This is an optimization exercise on Yosys and OpenROAD, whose aim is small area, a short achievable clock period and few clock cycles per item, not a production implementation. Only simulation tests tie the RTL to the original design; equivalence was not proved. Power and IR drop assume default switching activity.

`design/flow/standard.sh`:
```
#!/bin/bash
# synth_recipe.tcl (not shown) runs the flow's synth.tcl, then flattens the netlist and writes it again
# the make line also repeats each setting of config.mk as NAME=value (left out here)
make -C /OpenROAD-flow-scripts/flow DESIGN_CONFIG=/design/flow/config.mk WORK_HOME=/design/flow/orfs CLKGATE_MAP_FILE= SYNTH_SCRIPT=/design/flow/synth_recipe.tcl "${@:-finish}"
```
`design/flow/config.mk`:
```
export PLATFORM = sky130hd
export DESIGN_NAME = nt_unit
export DESIGN_NICKNAME = nt_unit
export VERILOG_FILES = /design/flow/design.v
export SDC_FILE = /design/flow/constraint.sdc
export NUM_CORES = 4
export LEC_CHECK = 0
export CAP_MARGIN = 20
export CELL_PAD_IN_SITES_DETAIL_PLACEMENT = 1
export CELL_PAD_IN_SITES_GLOBAL_PLACEMENT = 1
export CORE_MARGIN = 2
export CORE_UTILIZATION = 40
export PLACE_DENSITY = 0.6
export SLEW_MARGIN = 20
export TNS_END_PERCENT = 10
export SETUP_SLACK_MARGIN = 9.5
```
`design/flow/constraint.sdc`:
```
create_clock -name core_clock -period 15.0 [get_ports {clk}]
set_input_delay 3.0000 -clock core_clock [delete_from_list [all_inputs] [get_ports {clk}]]
set_output_delay 3.0000 -clock core_clock [all_outputs]
set_load 0.01 [all_outputs]
```
`design/flow/flow/run.sh`:
```
#!/bin/bash
set -euo pipefail
cd "$(dirname "${BASH_SOURCE[0]}")/.."
echo "export SETUP_SLACK_MARGIN = 9.5" >> config.mk
bash standard.sh finish > flow_make.log 2>&1
```
`design/flow/design.v`:
```
module nt_unit (
    input  wire        clk,
    input  wire        rst,
    input  wire        start,
    input  wire [2:0]  op,
    input  wire [63:0] opa,
    input  wire [63:0] opb,
    input  wire [63:0] opc,
    output wire        ready,
    output reg         done,
    output reg  [7:0]  err,
    output wire [63:0] res0,
    output wire [63:0] res1,
    output wire [63:0] res2
);
    localparam [2:0] OP_EGCD   = 3'd0,
                     OP_MODINV = 3'd1,
                     OP_POW    = 3'd2,
                     OP_ISPOW2 = 3'd3,
                     OP_BITREV = 3'd4;
    localparam [7:0] E_NONE        = 8'h00,
                     E_INVALID_GCD = 8'h06,
                     E_INVALID_EXP = 8'h07,
                     E_ILLEGAL     = 8'h10,
                     E_INVALID_MOD = 8'h13,
                     E_OPERAND_RNG = 8'h15;
    localparam [4:0] S_IDLE = 5'd0,
                     S_DEC  = 5'd1,
                     S_G    = 5'd2,    
                     S_D    = 5'd3,    
                     S_NEG  = 5'd4,    
                     S_CONV = 5'd5,    
                     S_XLD  = 5'd6,    
                     S_LOOP = 5'd7,    
                     S_MM   = 5'd8,    
                     S_MMC  = 5'd9,    
                     S_FIN  = 5'd10,   
                     S_FB1  = 5'd11,   
                     S_FB2  = 5'd12,   
                     S_FB3  = 5'd13,   
                     S_FB4  = 5'd14,   
                     S_EEND = 5'd15,   
                     S_INV3 = 5'd16,   
                     S_BREV = 5'd17,
                     S_FBE  = 5'd18,   
                     S_ABS  = 5'd19,   
                     S_P2   = 5'd20;   
    localparam [1:0] M_EGCD = 2'd0, M_INV = 2'd1, M_RED = 2'd2;
    localparam [1:0] D_P = 2'd0, D_X = 2'd1, D_FIN = 2'd2;
    localparam [1:0] C_NOP = 2'd0, C_SHL = 2'd1, C_SUB = 2'd2, C_SWAP = 2'd3;
    reg [4:0]  state;
    reg        rdy;
    reg [2:0]  opq;
    reg [1:0]  emode;
    reg        neg;         
    reg        pvalid;
    reg        modd;        
    reg        wb;          
    reg [1:0]  dest;
    reg [6:0]  cnt;
    reg [4:0]  nd;          
    reg [3:0]  mu;          
    reg        en0, en12;
    reg        isg;         
    reg        rcin;
    reg [1:0]  cop;         
    reg        cge;
    reg [63:0] IA, IB, IC;      
    reg [63:0] R0, R1, S0, S1, T0, T1;
    reg [63:0] AS;
    reg [65:0] CS, CC;
    reg        cin;
    reg [3:0]  beta;        
    assign ready = rdy;
    assign res0  = R0 & {64{en0}};
    assign res1  = S0 & {64{en12}};
    assign res2  = T0 & {64{en12}};
    function [64:0] ksadd;
        input [63:0] x, y;
        input        ci;
        reg   [63:0] g, p, gn, pn, c;
        integer k, l;
        begin
            g = x & y;
            p = x ^ y;
            g[0] = g[0] | (p[0] & ci);
            for (l = 1; l < 64; l = l * 2) begin
                gn = g;
                pn = p;
                for (k = l; k < 64; k = k + 1) begin
                    gn[k] = g[k] | (p[k] & g[k - l]);
                    pn[k] = p[k] & p[k - l];
                end
                g = gn;
                p = pn;
            end
            c = {g[62:0], ci};
            ksadd = {g[63], x ^ y ^ c};
        end
    endfunction
    function ge64;
        input [63:0] x, y;
        reg   [63:0] gt, eq, gn, en;
        integer k, l;
        begin
            gt = x & ~y;
            eq = ~(x ^ y);
            for (l = 1; l < 64; l = l * 2) begin
                gn = gt;
                en = eq;
                for (k = l; k < 64; k = k + 1) begin
                    gn[k] = gt[k] | (eq[k] & gt[k - l]);
                    en[k] = eq[k] & eq[k - l];
                end
                gt = gn;
                eq = en;
            end
            ge64 = gt[63] | eq[63];
        end
    endfunction
    wire [64:0] rs   = ksadd(R0, ~R1, rcin);    
    wire        dge  = rs[64];
    wire [63:0] rdf  = rs[63:0];
    wire [63:0] rrev = ~rs[63:0];    
    wire        gge  = ge64({1'b0, R0[63:1]}, R1);
    wire        rge  = isg ? gge : dge;
    wire [63:0] sdf = S0 - S1;
    wire [63:0] tdf = T0 - T1;
    wire        r1z = (R1 == 64'd0);
    wire        r0z = (R0 == 64'd0);
    wire        ez  = (T1 == 64'd0);
    wire        eh  = (T1[63:1] == 63'd0);
    wire        s0z = (S0 == 64'd0);
    function [139:0] csa;    
        input [69:0] a, b, c;
        begin
            csa[69:0]   = a ^ b ^ c;
            csa[139:70] = {((a & b) | (a & c) | (b & c)), 1'b0} ;
        end
    endfunction
    wire [63:0] XB = S0;
    wire [3:0] ad = AS[3:0];
    function [3:0] add4;
        input [3:0] x, y;
        input       ci;
        reg   [3:0] g, p, c;
        begin
            g = x & y;
            p = x ^ y;
            c[0] = ci;
            c[1] = g[0] | (p[0] & ci);
            c[2] = g[1] | (p[1] & g[0]) | (p[1] & p[0] & ci);
            c[3] = g[2] | (p[2] & g[1]) | (p[2] & p[1] & g[0]) | (p[2] & p[1] & p[0] & ci);
            add4 = p ^ c;
        end
    endfunction
    function [3:0] mulo4;
        input [3:0] x, m;
        reg         k1, s2a, s2b, s2c, c2;
        begin
            mulo4[0] = x[0];
            mulo4[1] = x[1] ^ (x[0] & m[1]);
            k1  = x[1] & x[0] & m[1];
            s2a = x[2];
            s2b = x[1] & m[1];
            s2c = x[0] & m[2];
            mulo4[2] = s2a ^ s2b ^ s2c ^ k1;
            c2  = ((s2a & s2b) ^ (s2a & s2c) ^ (s2a & k1) ^ (s2b & s2c) ^ (s2b & k1) ^ (s2c & k1));
            mulo4[3] = x[3] ^ (x[2] & m[1]) ^ (x[1] & m[2]) ^ (x[0] & m[3]) ^ c2;
        end
    endfunction
    function [3:0] mul4;
        input [3:0] x, y;
        reg         k1, s2a, s2b, s2c, c2;
        begin
            mul4[0] = x[0] & y[0];
            mul4[1] = (x[1] & y[0]) ^ (x[0] & y[1]);
            k1  = x[1] & y[0] & x[0] & y[1];
            s2a = x[2] & y[0];
            s2b = x[1] & y[1];
            s2c = x[0] & y[2];
            mul4[2] = s2a ^ s2b ^ s2c ^ k1;
            c2  = ((s2a & s2b) ^ (s2a & s2c) ^ (s2a & k1) ^ (s2b & s2c) ^ (s2b & k1) ^ (s2c & k1));
            mul4[3] = (x[3] & y[0]) ^ (x[2] & y[1]) ^ (x[1] & y[2]) ^ (x[0] & y[3]) ^ c2;
        end
    endfunction
    reg  [3:0] qbn;
    wire [3:0] tl = add4(CS[3:0], CC[3:0], cin);
    wire [3:0] q  = add4(mulo4(tl, mu), qbn, 1'b0);
    wire [69:0] p0 = ad[0] ? {6'd0, XB}       : 70'd0;
    wire [69:0] p1 = ad[1] ? {5'd0, XB, 1'b0} : 70'd0;
    wire [69:0] p2 = ad[2] ? {4'd0, XB, 2'd0} : 70'd0;
    wire [69:0] p3 = ad[3] ? {3'd0, XB, 3'd0} : 70'd0;
    wire [69:0] q0 = q[0] ? {6'd0, R1}       : 70'd0;
    wire [69:0] q1 = q[1] ? {5'd0, R1, 1'b0} : 70'd0;
    wire [69:0] q2 = q[2] ? {4'd0, R1, 2'd0} : 70'd0;
    wire [69:0] q3 = q[3] ? {3'd0, R1, 3'd0} : 70'd0;
    wire [139:0] l1a = csa({4'd0, CS}, {4'd0, CC}, p0);
    wire [139:0] l1b = csa(p1, p2, p3);
    wire [69:0]  l1ac = l1a[139:70] | {69'd0, cin};
    wire [139:0] l2  = csa(l1a[69:0], l1ac, l1b[69:0]);
    wire [139:0] l3  = csa(l2[69:0], l2[139:70], l1b[139:70]);
    wire [139:0] l4a = csa(l3[69:0], l3[139:70], q0);
    wire [139:0] l4b = csa(q1, q2, q3);
    wire [139:0] l5  = csa(l4a[69:0], l4a[139:70], l4b[69:0]);
    wire [139:0] l6  = csa(l5[69:0], l5[139:70], l4b[139:70]);
    wire [69:0]  vs  = l6[69:0];
    wire [69:0]  vc  = l6[139:70];
    wire         vcin = |vs[3:0];
    wire [66:0]  cpx = {CS, 1'b1} + {CC, cin};
    wire [65:0]  cpa = cpx[66:1];
    wire [63:0] xv = (wb && dest == D_X) ? cpa[63:0] : S0;
    wire [63:0] pv = (wb && dest == D_P) ? cpa[63:0] : S1;
    wire [3:0]  x4    = (wb && dest == D_X) ? tl : S0[3:0];
    wire [3:0]  p4    = (wb && dest == D_P) ? tl : S1[3:0];
    wire [3:0]  xbeta = mul4(x4, mu);
    wire        a_neg   = IA[63];
    wire        b_neg   = IB[63];
    wire        c_le0   = IC[63] || (IC == 64'd0);
    wire        b_le0   = IB[63] || (IB == 64'd0);
    wire        b_m1    = (IB == 64'hFFFF_FFFF_FFFF_FFFF);
    function onehot64;
        input [63:0] x;
        reg   [63:0] a, m, an, mn;
        integer k, l;
        begin
            a = x;
            m = 64'd0;
            for (l = 1; l < 64; l = l * 2) begin
                an = a;
                mn = m;
                for (k = 0; k < 64; k = k + 2 * l) begin
                    an[k] = a[k] | a[k + l];
                    mn[k] = m[k] | m[k + l] | (a[k] & a[k + l]);
                end
                a = an;
                m = mn;
            end
            onehot64 = a[0] & ~m[0];
        end
    endfunction
    wire        is_pow2 = !R0[63] && !R0[0] && onehot64(R0);
    reg [6:0] cw;
    integer i;
    always @(*) begin
        cw = 7'd0;
        for (i = 0; i < 64; i = i + 1)
            if (IC[i]) cw = i + 1;
    end
    wire [6:0] cw5 = cw + 7'd5;
    wire [4:0] ndv = cw5[6:2];
    reg [3:0] muv;
    always @(*) begin
        case (IC[3:1])
            3'd0: muv = 4'd15;   
            3'd1: muv = 4'd5;    
            3'd2: muv = 4'd3;    
            3'd3: muv = 4'd9;    
            3'd4: muv = 4'd7;    
            3'd5: muv = 4'd13;   
            3'd6: muv = 4'd11;   
            default: muv = 4'd1;  
        endcase
    end
    reg [4:0] ns;
    always @(posedge clk) begin
        IA <= opa;
        IB <= opb;
        IC <= opc;
    end
    always @(posedge clk) begin
        begin
            done <= 1'b0;
            ns   = state;
            cop  <= C_NOP;
            cge  <= rge;
            if (emode != M_RED) begin
                case (cop)
                C_SHL: begin
                    S1 <= {S1[62:0], 1'b0};
                    if (emode == M_EGCD) T1 <= {T1[62:0], 1'b0};
                end
                C_SUB: begin
                    if (cge) S0 <= sdf;
                    S1 <= {S1[63], S1[63:1]};
                    if (emode == M_EGCD) begin
                        if (cge) T0 <= tdf;
                        T1 <= {T1[63], T1[63:1]};
                    end
                end
                C_SWAP: begin
                    S0 <= S1;
                    S1 <= cge ? sdf : S0;
                    if (emode == M_EGCD) begin
                        T0 <= T1;
                        T1 <= cge ? tdf : T0;
                    end
                end
                default: ;
                endcase
            end
            case (state)
            S_IDLE: begin
                rdy <= 1'b1;
                opq <= op;
                if (start && rdy) begin
                    rdy <= 1'b0;
                    ns  = S_DEC;
                end
            end
            S_DEC: begin
                err    <= E_NONE;
                en0    <= 1'b1;
                en12   <= 1'b0;
                neg    <= a_neg;
                cnt    <= 7'd0;
                pvalid <= 1'b0;
                wb     <= 1'b0;
                emode  <= M_RED;
                case (opq)
                OP_EGCD: begin
                    if (a_neg || b_neg) begin
                        err   <= E_OPERAND_RNG;
                        en0   <= 1'b0;
                        done  <= 1'b1;
                        rdy   <= 1'b1;
                        ns    = S_IDLE;
                    end else begin
                        R0    <= IA;
                        R1    <= IB;
                        S0    <= 64'd1;
                        S1    <= 64'd0;
                        T0    <= 64'd0;
                        T1    <= 64'd1;
                        emode <= M_EGCD;
                        en12  <= 1'b1;
                        ns    = S_G;
                    end
                end
                OP_MODINV: begin
                    if (b_le0) begin
                        err   <= E_INVALID_MOD;
                        en0   <= 1'b0;
                        done  <= 1'b1;
                        rdy   <= 1'b1;
                        ns    = S_IDLE;
                    end else begin
                        R0    <= IA;
                        S0    <= a_neg ? 64'd1 : 64'hFFFF_FFFF_FFFF_FFFF;
                        S1    <= 64'd0;
                        T0    <= IB;
                        R1    <= 64'd0;
                        emode <= M_INV;
                        ns    = S_ABS;
                    end
                end
                OP_POW: begin
                    if (b_neg && !b_m1) begin
                        err   <= E_INVALID_EXP;
                        en0   <= 1'b0;
                        done  <= 1'b1;
                        rdy   <= 1'b1;
                        ns    = S_IDLE;
                    end else if (c_le0) begin
                        err   <= E_INVALID_MOD;
                        en0   <= 1'b0;
                        done  <= 1'b1;
                        rdy   <= 1'b1;
                        ns    = S_IDLE;
                    end else begin
                        R0    <= IA;
                        R1    <= 64'd0;
                        S0    <= a_neg ? 64'd1 : 64'hFFFF_FFFF_FFFF_FFFF;
                        S1    <= 64'd0;
                        T0    <= IC;
                        T1    <= IB;
                        nd    <= ndv;
                        mu    <= muv;
                        modd  <= IC[0];
                        emode <= b_m1 ? M_INV : M_RED;
                        ns    = S_ABS;
                    end
                end
                OP_ISPOW2: begin
                    R0    <= IA;
                    ns    = S_P2;
                end
                OP_BITREV: begin
                    if (IB > 64'd64) begin
                        err   <= E_OPERAND_RNG;
                        en0   <= 1'b0;
                        done  <= 1'b1;
                        rdy   <= 1'b1;
                        ns    = S_IDLE;
                    end else begin
                        S0  <= IA;
                        R0  <= 64'd0;
                        cnt <= IB[6:0];
                        if (IB[6:0] == 7'd0) begin
                            done  <= 1'b1;
                            rdy   <= 1'b1;
                            ns    = S_IDLE;
                        end else
                            ns    = S_BREV;
                    end
                end
                default: begin
                    err   <= E_ILLEGAL;
                    en0   <= 1'b0;
                    done  <= 1'b1;
                    rdy   <= 1'b1;
                    ns    = S_IDLE;
                end
                endcase
            end
            S_P2: begin
                R0    <= {63'd0, is_pow2};
                done  <= 1'b1;
                rdy   <= 1'b1;
                ns    = S_IDLE;
            end
            S_ABS: begin
                if (R0[63]) R0 <= rrev;
                R1 <= T0;
                ns = S_G;
            end
            S_BREV: begin
                R0  <= {R0[62:0], S0[0]};
                S0  <= {1'b0, S0[63:1]};
                cnt <= cnt - 7'd1;
                if (cnt == 7'd1) begin
                    done  <= 1'b1;
                    rdy   <= 1'b1;
                    ns    = S_IDLE;
                end
            end
            S_G: begin
                if (r1z && emode != M_RED) begin
                    ns = S_EEND;
                end else if (rge) begin
                    R1  <= {R1[62:0], 1'b0};
                    cop <= C_SHL;
                    cnt <= cnt + 7'd1;
                end else begin
                    ns = S_D;
                end
            end
            S_D: begin
                if (cnt != 7'd0) begin
                    if (rge) R0 <= rdf;
                    R1  <= {1'b0, R1[63:1]};
                    cop <= C_SUB;
                    cnt <= cnt - 7'd1;
                end else if (emode == M_RED) begin
                    if (rge) R0 <= rdf;
                    ns = S_NEG;
                end else begin
                    R0  <= R1;
                    R1  <= rge ? rdf : R0;
                    cop <= C_SWAP;
                    ns  = S_G;
                end
            end
            S_EEND: begin
                if (emode == M_EGCD) begin
                    done  <= 1'b1;
                    rdy   <= 1'b1;
                    ns    = S_IDLE;
                end else if (R0 != 64'd1) begin
                    err   <= E_INVALID_GCD;
                    en0   <= 1'b0;
                    done  <= 1'b1;
                    rdy   <= 1'b1;
                    ns    = S_IDLE;
                end else begin
                    R0    <= S0;
                    R1    <= (!S0[63] && !s0z) ? T0 : 64'd0;
                    ns    = S_INV3;
                end
            end
            S_INV3: begin
                R0    <= rrev;
                done  <= 1'b1;
                rdy   <= 1'b1;
                ns    = S_IDLE;
            end
            S_NEG: begin
                if (neg && !r0z) R0 <= rrev;
                cnt <= {nd, 2'b00};
                if (modd) R1 <= {1'b0, R1[63:1]};
                ns  = modd ? S_CONV : S_XLD;
            end
            S_CONV: begin
                R0  <= rge ? {rdf[62:0], 1'b1} : {R0[62:0], 1'b0};
                cnt <= cnt - 7'd1;
                if (cnt == 7'd1) begin
                    R1 <= {R1[62:0], 1'b1};
                    ns = S_XLD;
                end
            end
            S_XLD: begin
                S0 <= R0;
                ns = S_LOOP;
            end
            S_LOOP: begin
                wb   <= 1'b0;
                CS   <= 66'd0;
                CC   <= 66'd0;
                cin  <= 1'b0;
                beta <= xbeta;
                qbn  <= mul4(T1[0] ? p4 : x4, xbeta);
                R0  <= 64'd0;
                if (wb) begin
                    if (dest == D_X) S0 <= cpa[63:0];
                    else             S1 <= cpa[63:0];
                end
                if (ez) begin
                    if (!pvalid) begin
                        R0    <= {63'd0, (R1 != 64'd1)};
                        done  <= 1'b1;
                        rdy   <= 1'b1;
                        ns    = S_IDLE;
                    end else if (modd) begin
                        AS    <= pv;
                        S0    <= 64'd1;
                        beta  <= mu;
                        qbn   <= mul4(p4, mu);
                        dest  <= D_FIN;
                        cnt   <= {2'b00, nd};
                        ns    = S_MM;
                    end else begin
                        R0    <= S1;
                        done  <= 1'b1;
                        rdy   <= 1'b1;
                        ns    = S_IDLE;
                    end
                end else if (T1[0]) begin
                    T1[0] <= 1'b0;
                    if (!pvalid) begin
                        S1     <= xv;
                        pvalid <= 1'b1;
                    end else begin
                        AS    <= pv;
                        dest  <= D_P;
                        cnt   <= modd ? {2'b00, nd} : 7'd64;
                        if (!modd) R1 <= {1'b0, R1[63:1]};
                        ns    = modd ? S_MM : S_FB1;
                    end
                end else begin
                    T1    <= {1'b0, T1[63:1]};
                    AS    <= xv;
                    dest  <= D_X;
                    cnt   <= modd ? {2'b00, nd} : 7'd64;
                    if (!modd) R1 <= {1'b0, R1[63:1]};
                    ns    = modd ? S_MM : S_FB1;
                end
            end
            S_MM: begin
                CS   <= vs[69:4];
                CC   <= vc[69:4];
                cin  <= vcin;
                qbn  <= mul4(AS[7:4], beta);
                AS  <= {4'd0, AS[63:4]};
                cnt <= cnt - 7'd1;
                if (cnt == 7'd1) begin
                    if (dest == D_FIN) ns = S_MMC;
                    else begin
                        wb <= 1'b1;
                        ns = S_LOOP;
                    end
                end
            end
            S_MMC: begin
                R0 <= cpa[63:0];
                ns = S_FIN;
            end
            S_FIN: begin
                if (rge) R0 <= rdf;
                done  <= 1'b1;
                rdy   <= 1'b1;
                ns    = S_IDLE;
            end
            S_FB1: begin
                R0  <= rge ? {rdf[62:0], 1'b0} : {R0[62:0], 1'b0};
                AS  <= {AS[62:0], 1'b0};
                cnt <= cnt - 7'd1;
                if (AS[63]) begin
                    R1 <= {R1[62:0], 1'b0};
                    ns = S_FB2;
                end else if (cnt == 7'd1) begin
                    R1 <= {R1[62:0], 1'b0};
                    ns = S_FBE;
                end
            end
            S_FB2: begin
                CS  <= {2'd0, R0};
                CC  <= {2'd0, S0};
                cin <= 1'b0;
                ns  = S_FB3;
            end
            S_FB3: begin
                R0 <= cpa[63:0];
                ns = S_FB4;
            end
            S_FB4: begin
                if (rge) R0 <= rdf;
                if (cnt == 7'd0) ns = S_FBE;
                else begin
                    R1 <= {1'b0, R1[63:1]};
                    ns = S_FB1;
                end
            end
            S_FBE: begin
                if (dest == D_X) S0 <= R0;
                else             S1 <= R0;
                ns = S_LOOP;
            end
            default: ns = S_IDLE;
            endcase
            state <= ns;
            isg   <= (ns == S_G);
            rcin  <= !(ns == S_NEG || ns == S_INV3 || ns == S_ABS || ns == S_CONV);
        end
        if (rst) begin
            state <= S_IDLE;
            rdy   <= 1'b0;
            done  <= 1'b0;
            err   <= 8'd0;
            en0   <= 1'b0;
            en12  <= 1'b0;
            isg   <= 1'b0;
            rcin  <= 1'b1;
            cop   <= C_NOP;
        end
    end
endmodule
```
==> summary.md, run 1 <==
| Metric | Value |
|---|---|
| Global-route wire length before repair | `738000 um` |
| Fin util | `0.464` |
| Global route hottest layer | `met2` |
| Maxcap violations | `0` |
| Post-synth top cells | `1123 x nand2_1, 875 x inv_1, 832 x a21oi_1` |
| Core Box Area | `207000 um2` |
| Placed inst area | `91300 um2` |
| Overflow after GRT | `0` |
| Outcome | `finished clean` |
| Share of cells above drive strength 1 | `0.0824` |
| CTS tree | `yes` |
| Leakage | `37.3 nW` |
| PwrDens | `183 nW/um2` |
| Die area | `213000 um2` |
| Leading post-synthesis cells by cell area | `edfxtp_1 13%, fa_1 12%, dfxtp_1 11%` |
| Final Hold Viols | `0` |
| CP max-delay cell | `buf_4` |
| Top cell by count, worst path | `buf_4` |
| Via count | `95.8k` |
| Drt first pass iters | `15` |
| Crit path largest cell delay | `860 ps` |
| # H-tree levels | `3` |
| Min-Delay Path Class | `reg2reg` |
| Gr usage total | `0.487` |
| Fill cells | `24.7k` |
| WP data required | `15650 ps` |
| CP Max Fanout | `56` |
| GPL Wtd Cong | `1.06` |
| Top-count cell post-synth | `nand2_1` |
| Detail Route Antenna Nets | `0` |
| Mapped Area | `83700 um2` |
| Max transition margin | `0.0841` |
| Max Clock Skew | `61.0 ps` |
| M3 GR Usage | `0.189` |
| Max VDD drop | `108 uV` |
| Yosys warns | `1` |
| Area delta synth->final | `15.0%` |
| Async SR Flop Fraction | `0` |
| Design Area, Final | `96300 um2` |
| Vias in the first global route | `94.5k` |
| Post-DP HPWL | `391000 um` |
| Final setup viols | `0` |
| Synth top area share | `0.128` |
| CTS clk-pin slew, worst paths | `70 ps` |
| Syn Inst Count | `10.5k` |
| Met1 Use GR | `0.600` |
| RSZ-0062 raised after global routing | `yes` |
| Core Rows | `167` |
| Vias/cell | `7.09` |
| Met2 Track Usage GR | `0.686` |
| Fin crit share | `0.389` |
| Nets | `11.7k` |
| Clock tree buffer depth | `3` |
| I/O Pins | `400` |
| Clk root buf | `clkbuf_16` |
| Largest net degree at the start of global routing | `90` |
| Synth area leader | `edfxtp_1` |
| CP Capture Type | `flip-flop` |
| CP Cell Sequence | `buf_4 -> clkinv_1 -> buf_4 -> nand2_2 -> buf_4 -> nand2_4 -> buf_4 -> nand2_1 -> buf_4 -> o21ai_0 -> a21oi_1 -> o21ai_0 -> o221ai_1` |
| Slew Viols, Final | `0` |
| Critical path type | `reg2reg` |
| Worst-Skew Late Latency | `830 ps` |
| Port buffer count | `395` |
| Hold_ws | `467 ps` |
| Chip height | `461 um` |
| Worst setup SP type | `flip-flop` |
| 1st-iter DRT viols | `15.0k` |
| Initial core utilization | `0.403` |
| Total Power | `0.0176 W` |
| Wirelength per Cell | `39.7 um` |
| Post-Syn Area per Cell | `7.96 um2` |
| Prevailing post-synth register cell | `dfxtp_1` |
| Seq/Total Area, Yosys | `0.239` |
| Routed wire length | `537000 um` |
| Cell variety after synth | `116` |
| DRC errors left | `0` |
| Minimum clock period | `5830 ps` |
| Clock Sinks | `823` |
| Post-synth EDFFs | `357` |
| DIE WIDTH | `461 um` |
| Critical Path AT | `6480 ps` |
| Worst-margin pin slew | `1370 ps` |
| FF+latch count, synth | `823` |
| Fin Setup TNS | `0 ps` |
| Fmax | `171 MHz` |
| Initial antenna violation count | `47` |
| Inserted Clock Buffers | `113` |
## registers in the layout, summed over array words and instances, names as in the netlist, 2 cells and up
| signal | count |
|---|---|
| T0 | 64 |
| CC | 65 |
| dest | 2 |
| err | 4 |
| IC | 64 |
| CS | 65 |
| R0 | 64 |
| emode | 2 |
| nd | 5 |
| opq | 3 |
| T1 | 64 |
| state | 5 |
| S0 | 64 |
| AS | 64 |
| IB | 64 |
| beta | 4 |
| R1 | 64 |
| S1 | 64 |
| mu | 3 |
| qbn | 4 |
| IA | 64 |
| cnt | 7 |
| cop | 2 |
## what timing repair did
item                                    CTS  global route
hold buffers                              0             0
resized for setup                        34            50
pin swaps                                 5            20
setup buffers                             8            14
endpoints found under the hold margin     0             0
cloned                                    3             4
endpoints found under the setup margin  531           533
## through the flow
stage / setup WS, ps / cells
after floorplan: 9340 / 10515
after global placement: 8330 / 13248
after detailed placement: 8230 / 13248
after global routing: 9210 / 13494
after CTS: 9300 / 13473
final: 9170 / 13525
## final timing paths
check	slack [ps]	depth (start not counted)	end	startpoint
min	470	2	en0$_SDFFE_PP0P_	en0$_SDFFE_PP0P_
min reg2reg	470	2	en0$_SDFFE_PP0P_	en0$_SDFFE_PP0P_
max	9170	13	S1[10]$_DFF_P_	emode[0]$_DFFE_PP_
max reg2reg	9170	13	S1[10]$_DFF_P_	emode[0]$_DFFE_PP_
## cells in the final DEF (no fill, tap or decap), drive strengths merged, types with 39 or more instances in the layout
master / synthesis / layout
and2: 493 / 493
edfxtp: 357 / 357
a22oi: 178 / 178
o211ai: 139 / 139
clkdlybuf4s50: 0 / 395
buf: 92 / 406
a21oi: 837 / 837
nand3: 160 / 160
fa: 514 / 514
nand2b: 48 / 48
o22ai: 169 / 169
o221ai: 141 / 141
nor2: 761 / 761
a31oi: 69 / 69
o21a: 69 / 69
and3: 39 / 39
a222oi: 146 / 146
xor2: 84 / 84
nand2: 1123 / 1123
o21bai: 39 / 39
nor4: 128 / 128
o21ai: 822 / 822
a21o: 183 / 183
nor3: 136 / 136
a21boi: 42 / 42
nor2b: 53 / 53
a221o: 124 / 124
inv: 878 / 892
a221oi: 98 / 98
dfxtp: 466 / 466
a211oi: 151 / 151
nand4: 88 / 88
xnor2: 187 / 187
ha: 344 / 344
mux2i: 133 / 133
clkbuf: 737 / 163
o31ai: 39 / 39
## report_power, final
part | total (W) | internal (W) | switching [W] | leakage, nW
Clock | 0.00303 | 0.00173 | 0.00130 | 1.99
Combinational | 0.0110 | 0.00406 | 0.00696 | 28.4
Sequential | 0.00355 | 0.00270 | 0.000846 | 6.99
Total | 0.0176 | 0.00849 | 0.00911 | 37.3
## worst max-delay path: cells and delay by family, from the launching register on
kind	cells	cell delay [ps]
DFF	1	360
buffers and inverters	6	2400
AOI/OAI and AO/OA	4	970
and+or+nand+nor	3	1740
## routing by layer
metal	vias up	share of wire
met5	-	0.00026
met4	24	0.090
met3	2050	0.14
met2	7728	0.40
met1	47903	0.37
li1	38127	-
## final cells by class
class	instances	area [um2]	area share
Antenna cell	32	80.1	0.000832
Clock buffer	159	3510	0.0365
Clock inverter	55	520	0.00541
Inverter	881	3310	0.0344
Multi-Input combinational cell	7981	57900	0.602
Sequential cell	823	20100	0.208
Tap cell	2788	3490	0.0362
Timing Repair Buffer	806	7350	0.0764
## cells by family after synthesis
group / share of synthesized area
xor+xnor: 0.0287
compound gates: 0.284
flops: 0.239
fa+ha+maj: 0.174
simple gates: 0.175
mux: 0.0202
buf+inv: 0.0781
other cells: 0.0000448
Testbench counts, summed over its fixed seeds: cycles 615,697, ops 2,000.
==> run 2: changes to the inputs <==
--- a/design/flow/design.v
+++ b/design/flow/design.v
@@ -125,3 +125,3 @@
     wire        gge  = ge64({1'b0, R0[63:1]}, R1);
-    wire        rge  = isg ? gge : dge;
+    wire        rge  = dge;
     wire [63:0] sdf = S0 - S1;
@@ -275,3 +275,3 @@
             cop  <= C_NOP;
-            cge  <= rge;
+            cge  <= dge;
             if (emode != M_RED) begin
@@ -321,2 +321,9 @@
                 OP_EGCD: begin
+                    R0    <= IA;
+                    R1    <= IB;
+                    S0    <= 64'd1;
+                    S1    <= 64'd0;
+                    T0    <= 64'd0;
+                    T1    <= 64'd1;
+                    emode <= M_EGCD;
                     if (a_neg || b_neg) begin
@@ -328,9 +335,2 @@
                     end else begin
-                        R0    <= IA;
-                        R1    <= IB;
-                        S0    <= 64'd1;
-                        S1    <= 64'd0;
-                        T0    <= 64'd0;
-                        T1    <= 64'd1;
-                        emode <= M_EGCD;
                         en12  <= 1'b1;
@@ -340,2 +340,8 @@
                 OP_MODINV: begin
+                    R0    <= IA;
+                    S0    <= a_neg ? 64'd1 : 64'hFFFF_FFFF_FFFF_FFFF;
+                    S1    <= 64'd0;
+                    T0    <= IB;
+                    R1    <= 64'd0;
+                    emode <= M_INV;
                     if (b_le0) begin
@@ -347,8 +353,2 @@
                     end else begin
-                        R0    <= IA;
-                        S0    <= a_neg ? 64'd1 : 64'hFFFF_FFFF_FFFF_FFFF;
-                        S1    <= 64'd0;
-                        T0    <= IB;
-                        R1    <= 64'd0;
-                        emode <= M_INV;
                         ns    = S_ABS;
@@ -357,2 +357,12 @@
                 OP_POW: begin
+                    R0    <= IA;
+                    R1    <= 64'd0;
+                    S0    <= a_neg ? 64'd1 : 64'hFFFF_FFFF_FFFF_FFFF;
+                    S1    <= 64'd0;
+                    T0    <= IC;
+                    T1    <= IB;
+                    nd    <= ndv;
+                    mu    <= muv;
+                    modd  <= IC[0];
+                    emode <= b_m1 ? M_INV : M_RED;
                     if (b_neg && !b_m1) begin
@@ -370,12 +380,2 @@
                     end else begin
-                        R0    <= IA;
-                        R1    <= 64'd0;
-                        S0    <= a_neg ? 64'd1 : 64'hFFFF_FFFF_FFFF_FFFF;
-                        S1    <= 64'd0;
-                        T0    <= IC;
-                        T1    <= IB;
-                        nd    <= ndv;
-                        mu    <= muv;
-                        modd  <= IC[0];
-                        emode <= b_m1 ? M_INV : M_RED;
                         ns    = S_ABS;
@@ -388,2 +388,5 @@
                 OP_BITREV: begin
+                    S0  <= IA;
+                    R0  <= 64'd0;
+                    cnt <= IB[6:0];
                     if (IB > 64'd64) begin
@@ -394,13 +397,8 @@
                         ns    = S_IDLE;
-                    end else begin
-                        S0  <= IA;
-                        R0  <= 64'd0;
-                        cnt <= IB[6:0];
-                        if (IB[6:0] == 7'd0) begin
-                            done  <= 1'b1;
-                            rdy   <= 1'b1;
-                            ns    = S_IDLE;
-                        end else
-                            ns    = S_BREV;
-                    end
+                    end else if (IB[6:0] == 7'd0) begin
+                        done  <= 1'b1;
+                        rdy   <= 1'b1;
+                        ns    = S_IDLE;
+                    end else
+                        ns    = S_BREV;
                 end
@@ -439,3 +437,3 @@
                     ns = S_EEND;
-                end else if (rge) begin
+                end else if (gge) begin
                     R1  <= {R1[62:0], 1'b0};
@@ -443,4 +441,15 @@
                     cnt <= cnt + 7'd1;
+                end else if (cnt != 7'd0) begin
+                    if (dge) R0 <= rdf;
+                    R1  <= {1'b0, R1[63:1]};
+                    cop <= C_SUB;
+                    cnt <= cnt - 7'd1;
+                    ns  = S_D;
+                end else if (emode == M_RED) begin
+                    if (dge) R0 <= rdf;
+                    ns = S_NEG;
                 end else begin
-                    ns = S_D;
+                    R0  <= R1;
+                    R1  <= dge ? rdf : R0;
+                    cop <= C_SWAP;
                 end
@@ -464,2 +473,6 @@
             S_EEND: begin
+                if (emode != M_EGCD) begin
+                    R0    <= S0;
+                    R1    <= (!S0[63] && !s0z) ? T0 : 64'd0;
+                end
                 if (emode == M_EGCD) begin
@@ -475,4 +488,2 @@
                 end else begin
-                    R0    <= S0;
-                    R1    <= (!S0[63] && !s0z) ? T0 : 64'd0;
                     ns    = S_INV3;
@@ -487,3 +498,3 @@
             S_NEG: begin
-                if (neg && !r0z) R0 <= rrev;
+                if (neg) R0 <= rrev;
                 cnt <= {nd, 2'b00};
@@ -532,5 +543,3 @@
                         R0    <= S1;
-                        done  <= 1'b1;
-                        rdy   <= 1'b1;
-                        ns    = S_IDLE;
+                        ns    = S_FIN;
                     end
--- a/design/flow/config.mk
+++ b/design/flow/config.mk
@@ -12,3 +12,3 @@
 export CORE_UTILIZATION = 40
-export PLACE_DENSITY = 0.6
+export PLACE_DENSITY = 0.55
 export SLEW_MARGIN = 20
==> run 2 against run 1 <==
Now fails the layout checks on max-slew violations. First-iteration DRC count increased by 8.5%. Fmax down 0.13%. Clock skew grew 8.2 ps. Sequential power up 2%. Global-route usage is 2.4 points higher. Flip-flop and latch count down 1. Area after synthesis is 1.9% higher. Synthesized cell count increased by 3.7%. Sequential share of layout area shrank 0.46 points. Critical endpoint is now R0[46]$_DFFE_PP_.
==> summary.md, run 2 <==
| Metric | Value |
|---|---|
| Design Area, Final | `98400 um2` |
| Post-synth top cells | `1009 x nand2_1, 986 x o21ai_0, 922 x nor2_1` |
| Minimum clock period | `5840 ps` |
| Die area | `217000 um2` |
| Fmax | `171 MHz` |
| Worst-Skew Late Latency | `870 ps` |
| Met1 Use GR | `0.624` |
| Commonest non-fill, non-tap cell in the layout | `nand2_1` |
| CP Max Fanout | `6` |
| I/O Pins | `400` |
| Core Box Area | `212000 um2` |
| Leakage | `38.4 nW` |
| Via count | `99.9k` |
| Synth top area share | `0.126` |
| Switching Share | `0.514` |
| Slew Viols, Final | `23` |
| Post-synth EDFFs | `357` |
| Placed insts | `13.6k` |
| Area delta synth->final | `15.3%` |
| Maxcap violations | `0` |
| Clk root buf | `clkbuf_16` |
| Mapped Area | `85300 um2` |
| Final Hold Viols | `0` |
| Max transition margin | `-0.0163` |
| Worst-margin pin slew | `1520 ps` |
| Overflow after GRT | `0` |
| Max Clock Skew | `69.2 ps` |
| Syn Inst Count | `10.9k` |
| Share of cells above drive strength 1 | `0.0837` |
| Prevailing post-synth register cell | `dfxtp_1` |
| Core Rows | `169` |
| Largest net degree at the start of global routing | `141` |
| 1st-iter DRT viols | `16.3k` |
| Fin Setup TNS | `0 ps` |
| M3 GR Usage | `0.216` |
| Min-Delay Path Class | `reg2reg` |
| Clock Sinks | `822` |
| CTS clk-pin slew, worst paths | `60 ps` |
| GPL Wtd Cong | `1.05` |
| Max VDD drop | `113 uV` |
| Initial core utilization | `0.402` |
| Yosys warns | `1` |
| Internal power | `0.00790 W` |
| CTS hold repair buffers | `0` |
| Global-route wire length before repair | `786000 um` |
| Switching Power | `0.00835 W` |
| Most frequent cells in the layout | `988 x nand2_1, 977 x o21ai_0, 884 x a21oi_1` |
| Global route hottest layer | `met2` |
| CTS tree | `yes` |
| Chip height | `466 um` |
| Wirelength per Cell | `41.4 um` |
| CP Capture Type | `flip-flop` |
| Fin crit share | `0.389` |
| WP data required | `15550 ps` |
| Clock tree buffer depth | `3` |
| Critical path type | `reg2reg` |
| Routed wire length | `577000 um` |
| Layout Check Fails | `max-slew violations` |
| Post-DP HPWL | `413000 um` |
| Initial antenna violation count | `104` |
| Final setup viols | `0` |
| Regs by FF count | `CC: 65 flops, CS: 65 flops` |
| FF+latch count, synth | `822` |
| Vias in the first global route | `97.5k` |
| Cell variety after synth | `100` |
| Flop pwr share | `0.222` |
| Leading post-synthesis cells by cell area | `edfxtp_1 13%, fa_1 12%, dfxtp_1 11%` |
| Nets | `12.0k` |
| Clk pwr share | `0.188` |
| Async SR Flop Fraction | `0` |
| PwrDens | `165 nW/um2` |
| Fill cells | `25.2k` |
| RSZ-0062 raised after global routing | `yes` |
| Setup WS pre-CTS | `7870 ps` |
| Drt first pass iters | `10` |
| Detail Route Antenna Nets | `0` |
| Worst setup margin | `9160 ps` |
| Synth area leader | `edfxtp_1` |
| Top-count cell post-synth | `nand2_1` |
| Gr usage total | `0.511` |
| Post-Layout Cell Count | `13.9k` |
| Worst setup SP type | `flip-flop` |
| # H-tree levels | `3` |
| DRC errors left | `0` |
| Placed inst area | `93000 um2` |
| Critical Path AT | `6390 ps` |
| DIE WIDTH | `466 um` |
| Met2 Track Usage GR | `0.708` |
| Seq/Total Area, Yosys | `0.235` |
| Vias/cell | `7.18` |
| Inserted Clock Buffers | `113` |
| Combinational power share | `0.590` |
| Outcome | `failed layout checks` |
| Port buffer count | `395` |
| Post-Syn Area per Cell | `7.82 um2` |
## run 2: cell count changes after synthesis, moves of 32 or more
cell / previous run / this run
o221ai_1: 141 / 93
o21ai_0: 782 / 986
and2_1: 492 / 554
nor3_1: 133 / 165
nand2_1: 1123 / 1009
o22ai_1: 169 / 111
a21oi_1: 832 / 891
clkbuf_1: 734 / 862
o21a_1: 66 / 100
nor2_1: 761 / 922
a31oi_1: 67 / 105
## run 2: cell families after synthesis
family / after synthesis / share of synthesized area
muxes: 168 / 0.0201
and+or+nand+nor: 3276 / 0.181
adders and majority gates: 857 / 0.171
DFF: 822 / 0.235
AOI/OAI and AO/OA: 3720 / 0.287
xor gates and xnor gates: 258 / 0.0266
buffers and inverters: 1804 / 0.0800
other: 1 / 0.0000439
## run 2: layer usage
metal  vias to the layer above  routed length, um
li1                      39264                  -
met1                     49833             210000
met2                      8341             228000
met3                      2441              85400
met4                        62              53300
met5                         -                432
## run 2: power by group through the flow
| stage | clock [W] | sequential (W) | combinational [W] |
|---|---|---|---|
| floorplan | 0 | 0.00302 | 0.00609 |
| global placement | 0 | 0.00359 | 0.00877 |
| detailed placement | 0 | 0.00360 | 0.00904 |
| CTS | 0.00302 | 0.00355 | 0.00921 |
| global route | 0.00310 | 0.00361 | 0.0103 |
| finish | 0.00305 | 0.00361 | 0.00958 |
## run 2: cell type report
| class | instances | area (um2) | area share |
|---|---|---|---|
| antenna | 58 | 145 | 0.00148 |
| clock buffer | 146 | 3220 | 0.0328 |
| clock inverter | 66 | 717 | 0.00729 |
| inverter | 871 | 3270 | 0.0333 |
| multi-input combinational | 8283 | 59400 | 0.604 |
| sequential | 822 | 20100 | 0.204 |
| tap | 2821 | 3530 | 0.0359 |
| timing repair buffer | 861 | 7990 | 0.0812 |
## run 2: critical path, cell delays in order, from the launching register on
cell and delay [ps]:
edfxtp_1 440, ha_1 400, a21o_1 200, a21oi_1 600
o211a_1 420, a211o_1 180, buf_4 210, a31oi_1 330
or2_2 460, a21boi_0 830, xnor2_1 420, a221oi_1 600
o21ai_0 180, a21oi_1 170, o21ai_0 100
## run 2: per-stage QoR
step / hold slack (ps) / total power [W] / util
after floorplan: 406 / 0.00911 / -
after global placement: 464 / 0.0124 / 0.438
after detailed placement: 489 / 0.0126 / 0.438
after CTS: 541 / 0.0158 / 0.460
after global routing: 576 / 0.0170 / 0.463
final: 557 / 0.0162 / 0.464
## run 2: timing repair
action                                 4_1_cts  5_1_grt
resized for setup                           64       47
endpoints found under the hold margin        0        0
gates cloned                                 5        4
buffers inserted                            29       22
pin swaps                                   12       55
setup endpoints to repair                  501      423
## run 2: path summary, 6_finish.rpt
check                   start                to  slack (ps)  cells past startpoint
min          en0$_SDFFE_PP0P_  en0$_SDFFE_PP0P_         560                      2
min reg2reg  en0$_SDFFE_PP0P_  en0$_SDFFE_PP0P_         560                      2
max reg2reg   CS[7]$_DFFE_PP_  R0[46]$_DFFE_PP_        9160                     14
max           CS[7]$_DFFE_PP_  R0[46]$_DFFE_PP_        9160                     14
Testbench counts of run 2, summed over its fixed seeds: cycles 597,501, ops 2,000.
==> run 3: changes to the inputs <==
--- a/design/flow/design.v
+++ b/design/flow/design.v
@@ -49,3 +49,3 @@
     localparam [1:0] D_P = 2'd0, D_X = 2'd1, D_FIN = 2'd2;
-    localparam [1:0] C_NOP = 2'd0, C_SHL = 2'd1, C_SUB = 2'd2, C_SWAP = 2'd3;
+    localparam [2:0] C_NOP = 3'd0, C_SHL = 3'd1, C_SUB = 3'd2, C_SWAP = 3'd3, C_SHL4 = 3'd4;
     reg [4:0]  state;
@@ -65,3 +65,3 @@
     reg        rcin;
-    reg [1:0]  cop;         
+    reg [2:0]  cop;         
     reg        cge;
@@ -125,2 +125,3 @@
     wire        gge  = ge64({1'b0, R0[63:1]}, R1);
+    wire        gge4 = ge64({4'b0, R0[63:4]}, R1);
     wire        rge  = dge;
@@ -282,2 +283,6 @@
                 end
+                C_SHL4: begin
+                    S1 <= {S1[59:0], 4'b0};
+                    if (emode == M_EGCD) T1 <= {T1[59:0], 4'b0};
+                end
                 C_SUB: begin
@@ -437,2 +442,6 @@
                     ns = S_EEND;
+                end else if (gge4) begin
+                    R1  <= {R1[59:0], 4'b0};
+                    cop <= C_SHL4;
+                    cnt <= cnt + 7'd4;
                 end else if (gge) begin
==> run 3 against run 2 <==
Now clean on timing, DRC and antenna. Total power up 16%. Area after synthesis up 4.2%. Fmax down 1.4%.
==> summary.md, run 3 <==
| Metric | Value |
|---|---|
| Clock tree buffer depth | `3` |
| Yosys warns | `1` |
| Hold Path End | `en0$_SDFFE_PP0P_` |
| Vias in the first global route | `104k` |
| CTS clk-pin slew, worst paths | `80 ps` |
| Minimum clock period | `5920 ps` |
| Design Area, Final | `102000 um2` |
| Synth top area share | `0.121` |
| Cell variety after synth | `107` |
| Vias/cell | `7.33` |
| DIE WIDTH | `475 um` |
| Top-count cell post-synth | `nand2_1` |
| Max Clock Skew | `48.0 ps` |
| GPL Wtd Cong | `1.07` |
| Final setup viols | `0` |
| Post-Syn Area per Cell | `7.79 um2` |
| Drt first pass iters | `13` |
| CP max-delay cell | `o211ai_1` |
| Largest net degree at the start of global routing | `86` |
| Min-Delay Path Class | `reg2reg` |
| RSZ-0062 raised after global routing | `yes` |
| Worst setup SP type | `flip-flop` |
| Via count | `107k` |
| Inserted Clock Buffers | `112` |
| Global-route wire length before repair | `842000 um` |
| DRC errors left | `0` |
| Clock Sinks | `823` |
| Maxcap violations | `0` |
| RR Endpoint | `T1[60]$_DFF_P_` |
| Placed insts | `14.2k` |
| CTS tree | `yes` |
| Slew Viols, Final | `0` |
| Worst-Skew Late Latency | `860 ps` |
| Detail Route Antenna Nets | `0` |
| Hold_ws | `545 ps` |
| Regs by FF count | `CC: 65 flops, CS: 65 flops` |
| Post-DP HPWL | `449000 um` |
| CTS hold repair buffers | `0` |
| Crit path from | `T0[0]$_DFF_P_` |
| Async SR Flop Fraction | `0` |
| Fill cells | `26.6k` |
| FF+latch count, synth | `823` |
| Crit path largest cell delay | `960 ps` |
| Reg-to-reg setup timing slack | `9080 ps` |
| Routed wire length | `624000 um` |
| I/O Pins | `400` |
| Max VDD drop | `119 uV` |
| 1st-iter DRT viols | `17.8k` |
| # H-tree levels | `3` |
| Core Box Area | `222000 um2` |
| Commonest non-fill, non-tap cell in the layout | `nand2_1` |
| Die area | `226000 um2` |
| Fin crit share | `0.395` |
| Outcome | `finished clean` |
| CP Max Fanout | `5` |
| Max transition margin | `0.105` |
| Wirelength per Cell | `42.7 um` |
| WHS Path Cells | `2` |
| Initial core utilization | `0.401` |
| Syn Inst Count | `11.4k` |
| Initial antenna violation count | `89` |
| CP Capture Type | `flip-flop` |
| Leading post-synthesis cells by cell area | `edfxtp_1 12%, fa_1 12%, dfxtp_1 10%` |
| Fin Setup TNS | `0 ps` |
| Fmax | `169 MHz` |
| Gr usage total | `0.530` |
| WP data required | `15760 ps` |
| PwrDens | `184 nW/um2` |
| Critical Path AT | `6680 ps` |
| Area delta synth->final | `15.2%` |
| Fin util | `0.462` |
| Leakage | `40.5 nW` |
| Post-synth EDFFs | `357` |
| Worst-margin pin slew | `1330 ps` |
| Post-Layout Cell Count | `14.6k` |
| Mapped Area | `88900 um2` |
| Placed inst area | `96700 um2` |
| Final Hold Viols | `0` |
| R2R cell count | `18` |
| Reg2reg start | `T0[0]$_DFF_P_` |
| Prevailing post-synth register cell | `dfxtp_1` |
| Post-synth top cells | `1044 x nand2_1, 936 x a21oi_1, 931 x nor2_1` |
| Port buffer count | `395` |
| Synth area leader | `edfxtp_1` |
| Critical path type | `reg2reg` |
| Most frequent cells in the layout | `1027 x nand2_1, 923 x a21oi_1, 887 x o21ai_0` |
| Min-delay src | `en0$_SDFFE_PP0P_` |
| Share of cells above drive strength 1 | `0.0866` |
| Overflow after GRT | `0` |
| Core Rows | `173` |
| Clk root buf | `clkbuf_16` |
| Chip height | `475 um` |
| Nets | `12.6k` |
| CP Cell Sequence | `inv_1 -> ha_1 -> inv_1 -> fa_1 -> a21o_1 -> a21oi_2 -> o21ai_1 -> a221o_1 -> a22o_1 -> o211ai_1 -> nand3_2 -> buf_4 -> o41ai_2 -> a21oi_1 -> o41ai_1 -> mux2i_1 -> o31ai_1 -> a21oi_1` |
| Seq/Total Area, Yosys | `0.225` |
## run 3: cell count changes in the layout (fill, tap and decap cells not counted), moves of 32 or more
cell / delta
o21ai_0: -90
a221oi_1: +64
ha_1: +61
a21o_1: +59
o21ai_1: +57
buf_4: +52
a22oi_1: +51
a21oi_1: +39
nand2_1: +39
nand3_1: +38
a211oi_1: +32
## run 3: per-layer routing
metal,GRT usage,share of wire
met1,0.618,0.35
met2,0.736,0.39
met3,0.224,0.15
met4,0.470,0.11
met5,0.000853,0.00044
## run 3: worst max-delay path: cells and delay by family (launching register included)
family / cells / cell delay, ps
AOI/OAI and AO/OA: 11 / 3850
adders and majority gates: 2 / 640
buffers and inverters: 3 / 430
DFF: 1 / 430
muxes: 1 / 310
and+or+nand+nor: 1 / 140
## run 3: through the flow
step | total power, W | setup slack (ps)
floorplan | 0.0107 | 9570
global placement | 0.0147 | 8240
detailed placement | 0.0151 | 8320
CTS | 0.0183 | 9220
global route | 0.0199 | 9210
finish | 0.0188 | 9080
## run 3: logic make-up after synthesis
group	synth area share
buffers and inverters	0.0801
adder cells (fa/ha/maj)	0.173
XOR/XNOR	0.0261
AO/OA/AOI/OAI	0.296
flip-flops	0.225
multiplexers	0.0196
AND/OR/NAND/NOR	0.180
other	0.0000422
## run 3: worst max path at each step
| stage | slack [ps] | endpoint | cells after the start |
|---|---|---|---|
| after floorplan | 9570 | AS[0]$_DFFE_PP_ | 10 |
| after global placement | 8240 | R0[22]$_DFFE_PP_ | 16 |
| after detailed placement | 8320 | CS[47]$_DFFE_PP_ | 18 |
| after CTS | 9220 | res1[26] | 3 |
| after global routing | 9210 | res0[62] | 3 |
| final | 9080 | T1[60]$_DFF_P_ | 18 |
## run 3: power by group
group	leakage, nW	switching [W]	total [W]	internal [W]
combinational	31.5	0.00750	0.0120	0.00446
clock	1.97	0.00138	0.00308	0.00170
sequential	7.03	0.00103	0.00379	0.00276
## run 3: area by class of cell
type                    count  area (um2)  area share
repair buffers            905        8230      0.0803
well taps                2975        3720      0.0363
clock buffers             146        3290      0.0321
multi-input cells        8723       62900       0.614
diodes                     81         203     0.00198
inverters                 877        3300      0.0322
clock inverters            67         706     0.00689
flip-flops and latches    823       20100       0.196
## run 3: timing repair
item	CTS	global route
pin swaps	9	58
buffers inserted	24	55
cloned	4	3
gates resized for setup	69	98
setup endpoints to repair	528	386
Testbench counts of run 3, summed over its fixed seeds: cycles 567,732, ops 2,000.

-- re-timing with driven ports --
How much do the figures lean on ideal ports? The routed layouts below were timed once more, with nothing changed but the port constraints. Step 1 assumes that a clkbuf_16 drives the clock port and a buf_2 every other input. Step 2 adds t to the input delays and takes it off the output delays; t is the mean of the earliest and latest rising clock arrival at the registers after step 1. Input paths then give back, and output paths get back, about the clock's delay inside the block. Slacks: ideal / step 1 / step 2; pairs: ideal / step 1.
run	shift t [ns]	slack for setup (ns)	worst hold slack (ns)	worst setup path at the end	slew at the worst register clock pin (ns)
run 1	0.907	9.168 / 9.143 / 9.168	0.467 / 0.467 / 0.467	register to register	0.07 / 0.07
run 2	0.930	9.161 / 9.118 / 9.122	0.557 / 0.557 / 0.557	input to register	0.07 / 0.07
run 3	0.949	9.078 / 9.016 / 9.078	0.545 / 0.545 / 0.545	register to register	0.08 / 0.08
The setup slack of run 2, which loses most, moves by -0.043 ns with the drivers and by -0.039 ns with both steps.
